This is an optimization exercise on Yosys and OpenROAD, whose aim is small area, not a production implementation. At most, simulation tests tie the RTL to the original design; equivalence was not proved. No activity file was given, so power comes from the tool's default toggle rates.

==> flow/design.v <==
module ooktx (
    input  wire        clk,
    input  wire        rst,
    input  wire        us_tick,
    input  wire        bus_sel,
    input  wire        bus_wr,
    input  wire [4:0]  bus_addr,
    input  wire [31:0] bus_wdata,
    output reg  [31:0] bus_rdata,
    output wire        bus_err,
    output wire        ook_out
);
    localparam [1:0] PH_IDLE = 2'd0, PH_BIT = 2'd1, PH_GAP = 2'd2;
    reg [1:0]  cmd_var;
    reg        cmd_act;
    reg [3:0]  cmd_unit;
    reg [7:0]  cmd_reps;
    reg [31:0] ident;
    reg        st_done, st_errbusy, st_errvar;
    reg [31:0] now;
    reg [1:0]  cv;                  
    reg        ca;                  
    reg [25:0] cid;                 
    reg        cuok;                
    reg [1:0]  cx;                  
    reg [7:0]  creps;
    reg [1:0]  ph;
    reg [7:0]  rep;
    reg [2:0]  rpl;
    reg [8:0]  k;                   
    reg [8:0]  wc;                  
    reg        pin;
    reg        dl;                  
    assign ook_out = pin;
    wire       lrn   = ~cv[1] & ~cv[0];
    wire       hle   = cv[1];
    wire       hok   = cx[1];
    wire       valid = ~(cv[1] & cv[0]);
    wire [2:0] hv    = {cid[6] & cid[5], cid[6] & ~cid[5], cid[4]};
    wire [2:0] uv    = {cid[3] | (cid[2] & (cid[1] | cid[0])), ~(cid[1] ^ cid[0]), ~cid[0]};
    wire [5:0] q  = k[8:3];         
    wire [2:0] kb = k[2:0];         
    reg [3:0] tnd;
    always @* begin
        case ({hle, hok, cuok})
            3'b000, 3'b100:         tnd = 4'd3;
            3'b001, 3'b010, 3'b101: tnd = 4'd7;
            3'b011:                 tnd = 4'd11;
            3'b110:                 tnd = 4'd9;
            default:                tnd = 4'd13;
        endcase
    end
    wire q_hi = q[5] | q[4];
    wire tlt  = ~q_hi & (q[3:0] < tnd);
    wire tend = ~q_hi & (q[3:0] == tnd + 4'd1);
    wire [3:0] q4  = q[3:0];
    wire [3:0] hq  = hle ? q4 - 4'd2 : q4;          
    wire [3:0] us  = hok ? (hle ? 4'd6 : 4'd4) : 4'd0;
    wire [3:0] uq  = q4 - us;                         
    reg td;
    always @* begin
        td = 1'b0;
        if (hok && hq == 4'd1) td = hv[2];
        if (hok && hq == 4'd2) td = hv[1];
        if (hok && hq == 4'd3) td = hv[0];
        if (cuok && uq == 4'd1) td = uv[2];
        if (cuok && uq == 4'd2) td = uv[1];
        if (cuok && uq == 4'd3) td = uv[0];
        if (q4 == tnd - (hle ? 4'd3 : 4'd2)) td = 1'b1;
        if (q4 == tnd - 4'd1) td = ca;
        if (q_hi) td = 1'b0;
    end
    wire id_slot = (q != 6'd0) && (q <= 6'd26);
    reg  lv;
    always @* begin
        case (q)
            6'd28:   lv = ~ca;
            6'd29:   lv = 1'b1;
            6'd30:   lv = 1'b1;
            6'd31:   lv = cx[0];
            6'd32:   lv = cx[1];
            default: lv = id_slot & cid[25];
        endcase
    end
    wire inr  = ~q[5] | (cuok & (q[4:1] == 4'd0));
    wire lend = (k == {4'b1001, cuok, 4'b0101});    
    reg fnext;
    always @* begin
        fnext = 1'b0;
        if (lrn) begin
            case (kb)
                3'd1: fnext = (q[5:1] != 5'd0) & inr & ~dl;    
                3'd2: fnext = (q != 6'd0) & inr;                
                3'd3: fnext = lv;                               
                default: ;
            endcase
        end else begin
            case (kb)
                3'd3, 3'd7: fnext = tlt;                        
                3'd4, 3'd5: fnext = td;                         
                default: ;
            endcase
        end
    end
    function [31:0] inc(input [31:0] a, input ci);
        integer i;
        reg c;
        begin
            c = ci;
            for (i = 0; i < 32; i = i + 1) begin
                inc[i] = a[i] ^ c;
                c = c & a[i];
            end
        end
    endfunction
    function [8:0] dec9(input [8:0] a);
        integer i;
        reg b;
        begin
            b = 1'b1;
            for (i = 0; i < 9; i = i + 1) begin
                dec9[i] = a[i] ^ b;
                b = b & ~a[i];
            end
        end
    endfunction
    wire       busy    = ph[0] | ph[1];
    wire       tb      = us_tick & busy;
    wire       wz      = (wc == 9'd0);
    wire       se      = tb & wz;                   
    wire       kend    = ph[0] ? (lrn ? lend : (tend & (kb == 3'd7)))
                               : (k == 9'd99);
    wire       rpl4    = rpl[2];
    wire [7:0] rep_inc = inc({24'd0, rep}, 1'b1);
    wire       replast = (rep_inc == creps);
    wire       fend    = se & ph[0] & kend;         
    wire       gend    = se & ph[1] & kend;         
    wire [31:0] t_now  = inc(now, us_tick);
    wire [1:0]  t_ph   = (fend & rpl4) ? PH_GAP :
                         gend ? (replast ? PH_IDLE : PH_BIT) : ph;
    wire        t_busy = t_ph[0] | t_ph[1];
    wire        t_done = st_done | (gend & replast);
    wire [8:0]  t_k    = se ? (kend ? 9'd0 : inc({23'd0, k}, 1'b1)) : k;
    wire [2:0]  t_rpl  = fend ? (rpl4 ? 3'd0 : inc({29'd0, rpl}, 1'b1)) : rpl;
    wire [7:0]  t_rep  = (gend & ~replast) ? rep_inc : rep;
    wire        t_pin  = se ? ((ph[0] & ~kend) ? fnext : t_ph[0]) : pin;
    wire        rot    = se & ph[0] & lrn & (kb == 3'd3) & id_slot;
    function [8:0] wm1(input [1:0] v, input gap);
        wm1 = gap ? 9'd349 : (v == 2'd0) ? 9'd249 : v[1] ? 9'd419 : 9'd349;
    endfunction
    wire [8:0]  t_wc   = tb ? (wz ? wm1(cv, t_ph[1]) : dec9(wc)) : wc;
    wire       a_ok   = (bus_addr[1:0] == 2'b00);
    wire [2:0] reg_ix = bus_addr[4:2];
    assign bus_err    = ~a_ok | (reg_ix == 3'd7);
    wire       wr     = bus_sel & bus_wr & a_ok;
    wire       wr_cmd = wr & (reg_ix == 3'd0);
    wire       wr_id  = wr & (reg_ix == 3'd1);
    wire       start  = wr & (reg_ix == 3'd2) & bus_wdata[0];
    wire       wr_st  = wr & (reg_ix == 3'd3);
    wire       wr_now = wr & (reg_ix == 3'd4) & ~t_busy;
    wire       acc    = start & ~t_busy & ~(cmd_var[1] & cmd_var[0]);
    wire [15:0] len  = ~valid ? 16'd0 :
                       lrn    ? {7'd0, 4'b1001, cuok, 4'b0110} :
                                {9'd0, tnd + 4'd2, 3'b000};
    wire        oor  = valid & ~(cuok & (lrn | hok));
    wire s_cmd = a_ok & (reg_ix == 3'd0);
    wire s_id  = a_ok & (reg_ix == 3'd1);
    wire s_st  = a_ok & (reg_ix == 3'd3);
    wire s_now = a_ok & (reg_ix == 3'd4);
    wire s_len = a_ok & (reg_ix == 3'd5);
    wire s_pos = a_ok & (reg_ix == 3'd6);
    wire s_rep = s_pos & t_busy;
    wire s_bit = s_pos & t_ph[0];
    always @* begin
        bus_rdata = ({32{s_id}} & ident) | ({32{s_now}} & t_now)
                  | {16'd0, {16{s_cmd}} & {cmd_reps, cmd_unit, 1'b0, cmd_act, cmd_var}}
                  | {24'd0, {8{s_st}} & {t_ph, t_pin, oor, st_errvar, st_errbusy, t_done, t_busy}}
                  | ({32{s_len}} & len)
                  | {{8{s_rep}} & t_rep, 5'd0, {3{s_bit}} & t_rpl, 7'd0, {9{s_bit}} & t_k};
    end
    wire uok_l = ~cmd_unit[3] & (cmd_unit[2] ? (~cmd_unit[1] & ~cmd_unit[0])
                                             : (cmd_unit[1] | cmd_unit[0]));
    wire [3:0] iu = ident[3:0];
    wire uok_4 = ~iu[3] & (iu[2] ? (~iu[1] & ~iu[0]) : (iu[1] | iu[0]));
    wire uok_8 = (~iu[3] & (iu[2] | iu[1] | iu[0])) | (iu == 4'd8);
    wire hok_t = ident[7] & (ident[6] | ident[5]);
    wire        c_ld  = wr_cmd & ~rst, c_kp  = ~wr_cmd & ~rst;
    wire        i_ld  = wr_id & ~rst,  i_kp  = ~wr_id & ~rst;
    wire        n_ld  = wr_now & ~rst, n_stp = ~wr_now & ~rst;
    wire [14:0] cmd_q = {cmd_reps, cmd_unit, cmd_act, cmd_var};
    wire [14:0] cmd_w = {bus_wdata[15:4], bus_wdata[2:0]};
    wire [14:0] cmd_d = ({15{c_ld}} & cmd_w) | ({15{c_kp}} & cmd_q)
                      | {5'd0, rst, 5'd0, rst, 3'd0};
    wire id_ld = acc & ~rst, id_rot = rot & ~acc & ~rst, id_kp = ~id_ld & ~id_rot;
    always @(posedge clk) begin
        cid <= ({26{id_ld}} & ident[25:0]) | ({26{id_rot}} & {cid[24:0], cid[25]})
             | ({26{id_kp}} & cid);
        {cmd_reps, cmd_unit, cmd_act, cmd_var} <= cmd_d;
        ident <= ({32{i_ld}} & bus_wdata) | ({32{i_kp}} & ident);
        now   <= ({32{n_ld}} & bus_wdata) | ({32{n_stp}} & t_now);
    end
    always @(posedge clk) begin
        if (rst) begin
            st_done    <= 1'b0;
            st_errbusy <= 1'b0;
            st_errvar  <= 1'b0;
            cv         <= 2'd3;
            ph         <= PH_IDLE;
            pin        <= 1'b0;
        end else begin
            ph      <= t_ph;
            rep     <= t_rep;
            rpl     <= t_rpl;
            k       <= t_k;
            wc      <= t_wc;
            pin     <= t_pin;
            st_done <= t_done & ~(wr_st & bus_wdata[1]);
            if (se & ph[0] & (kb == 3'd3)) dl <= lv;
            if (wr_st & bus_wdata[2]) st_errbusy <= 1'b0;
            if (wr_st & bus_wdata[3]) st_errvar  <= 1'b0;
            if (start & t_busy) st_errbusy <= 1'b1;
            if (start & ~t_busy & cmd_var[1] & cmd_var[0]) st_errvar <= 1'b1;
            if (acc) begin
                cv    <= cmd_var;
                ca    <= cmd_act;
                creps <= cmd_reps;
                cuok  <= (cmd_var == 2'd0) ? uok_l : cmd_var[1] ? uok_4 : uok_8;
                cx    <= {(cmd_var == 2'd0) ? (uok_l & cmd_unit[0]) : hok_t,
                          uok_l & (cmd_unit[1] ^ cmd_unit[0])};
                st_done <= (cmd_reps == 8'd0);
                if (cmd_reps != 8'd0) begin
                    ph  <= PH_BIT;
                    rep <= 8'd0;
                    rpl <= 3'd0;
                    k   <= 9'd0;
                    wc  <= wm1(cmd_var, 1'b0);
                    pin <= 1'b1;
                end
            end
        end
    end
endmodule
clock: 20.0 ns
lec_check: 0
cap_margin: 0
core_margin: 2
core_utilization: 40
cts_buf_list: sky130_fd_sc_hd__clkbuf_8
slew_margin: 0
standard.sh (not shown) runs the stock make flow with config.mk's settings and CLKGATE_MAP_FILE= SYNTH_SCRIPT=/design/flow/synth_recipe.tcl, a recipe that flattens the netlist after the stock synthesis.
==> flow/flow/run.sh <==
#!/bin/bash
# Own layout flow: the standard ORFS flow with two changes.
#  1. The final technology mapping (Yosys abc) uses flow/area.abc, an
#     area-oriented ABC script, instead of ORFS's speed script. Everything
#     else in synthesis is the standard flow's synthesis (synth_recipe.tcl), so the
#     registers and their names are the standard synthesis's.
#  2. Port buffers are buf_1 cells (BUFFER_PORTS_ARGS).
# Each tool's output goes to a log file in this folder; ORFS's own logs are
# under orfs/logs.
set -euo pipefail
W=$(pwd)
cat > "$W/own_synth.tcl" <<EOF
proc abc {args} {
  set i [lsearch -exact \$args -script]
  if {\$i >= 0} { lset args [expr {\$i + 1}] {$W/flow/area.abc} }
  yosys abc {*}\$args
}
source {$W/synth_recipe.tcl}
EOF
sed "s#/synth_recipe\.tcl#/own_synth.tcl#" standard.sh > own_standard.sh
grep -q own_synth.tcl own_standard.sh
bash own_standard.sh "BUFFER_PORTS_ARGS=-buffer_cell sky130_fd_sc_hd__buf_1" finish > "$W/orfs_make.log" 2>&1
test -s out/final.def
==> flow/flow/area.abc <==
&get -n
&st
&dch
&nf -R 1000
&put
The baseline completed without violations.
Then changed:
--- a/flow/design.v
+++ b/flow/design.v
@@ -148,7 +148,6 @@
     function [8:0] wm1(input [1:0] v, input gap);
         wm1 = gap ? 9'd349 : (v == 2'd0) ? 9'd249 : v[1] ? 9'd419 : 9'd349;
     endfunction
-    wire [8:0]  t_wc   = tb ? (wz ? wm1(cv, t_ph[1]) : dec9(wc)) : wc;
     wire       a_ok   = (bus_addr[1:0] == 2'b00);
     wire [2:0] reg_ix = bus_addr[4:2];
     assign bus_err    = ~a_ok | (reg_ix == 3'd7);
@@ -192,7 +191,22 @@
     wire [14:0] cmd_d = ({15{c_ld}} & cmd_w) | ({15{c_kp}} & cmd_q)
                       | {5'd0, rst, 5'd0, rst, 3'd0};
     wire id_ld = acc & ~rst, id_rot = rot & ~acc & ~rst, id_kp = ~id_ld & ~id_rot;
+    wire       go    = acc & (cmd_reps != 8'd0) & ~rst;
+    wire       wc_ld = se | go;
+    wire       wc_dn = tb & ~wz & ~rst;
+    wire       wc_kp = ~tb & ~go;
+    wire [8:0] wc_r  = wm1(go ? cmd_var : cv, t_ph[1] & ~go);
+    wire       k_inc = se & ~kend & ~rst;
+    wire       k_kp  = ~se & ~go;
+    wire       r_inc = gend & ~replast & ~rst;
+    wire       r_kp  = ~(gend & ~replast) & ~go;
+    wire       p_inc = fend & ~rpl4 & ~rst;
+    wire       p_kp  = ~fend & ~go;
     always @(posedge clk) begin
+        wc  <= ({9{wc_ld}} & wc_r) | ({9{wc_dn}} & dec9(wc)) | ({9{wc_kp}} & wc);
+        k   <= ({9{k_inc}} & inc({23'd0, k}, 1'b1)) | ({9{k_kp}} & k);
+        rep <= ({8{r_inc}} & rep_inc) | ({8{r_kp}} & rep);
+        rpl <= ({3{p_inc}} & inc({29'd0, rpl}, 1'b1)) | ({3{p_kp}} & rpl);
         cid <= ({26{id_ld}} & ident[25:0]) | ({26{id_rot}} & {cid[24:0], cid[25]})
              | ({26{id_kp}} & cid);
         {cmd_reps, cmd_unit, cmd_act, cmd_var} <= cmd_d;
@@ -209,10 +223,6 @@
             pin        <= 1'b0;
         end else begin
             ph      <= t_ph;
-            rep     <= t_rep;
-            rpl     <= t_rpl;
-            k       <= t_k;
-            wc      <= t_wc;
             pin     <= t_pin;
             st_done <= t_done & ~(wr_st & bus_wdata[1]);
             if (se & ph[0] & (kb == 3'd3)) dl <= lv;
@@ -230,10 +240,6 @@
                 st_done <= (cmd_reps == 8'd0);
                 if (cmd_reps != 8'd0) begin
                     ph  <= PH_BIT;
-                    rep <= 8'd0;
-                    rpl <= 3'd0;
-                    k   <= 9'd0;
-                    wc  <= wm1(cmd_var, 1'b0);
                     pin <= 1'b1;
                 end
             end
After rerunning: Total power climbs by 4.2%. Synthesized cell count came out higher by 0.78%. Clock-buffer cell count stays the same. Fmax is higher by 0.64%. Die area fell by 2.6%. Combinational power is higher by 25%. Cell area went down by 2.4%. Clock power rose by 11%.
Only the layout flow was run in the first run of this note; the RTL was not checked for function there.

## static timing again, ports no longer ideal
In the flow no input, the clock included, has a driving cell. The finished layouts below were timed again as built, in two steps. Step 1 (the two cells are an assumption about what drives the block):
set clk [get_ports {clk}]
set_driving_cell -lib_cell sky130_fd_sc_hd__clkbuf_16 $clk
set_driving_cell -lib_cell sky130_fd_sc_hd__buf_2 [delete_from_list [all_inputs] $clk]
Step 2 adds t to the input delays and takes it off the output delays; t is the mean of the earliest and latest rising clock arrival at the registers after step 1. Input paths then give back, and output paths get back, about the clock's delay inside the block. a / b / c = ideal / step 1 / step 2; a / b = the first two.
| run | shift t [ns] | setup slack, ns | pins driven straight from the clock port |
|---|---|---|---|
| the first run | 0.490 | 5.491 / 5.466 / 5.466 | 1 |
| the second run | 0.491 | 5.584 / 5.560 / 5.560 | 1 |
After both steps setup and hold are still met in every run listed. The setup slack of the first run, which loses most, moves by -0.025 ns with the drivers and by -0.025 ns with both steps.
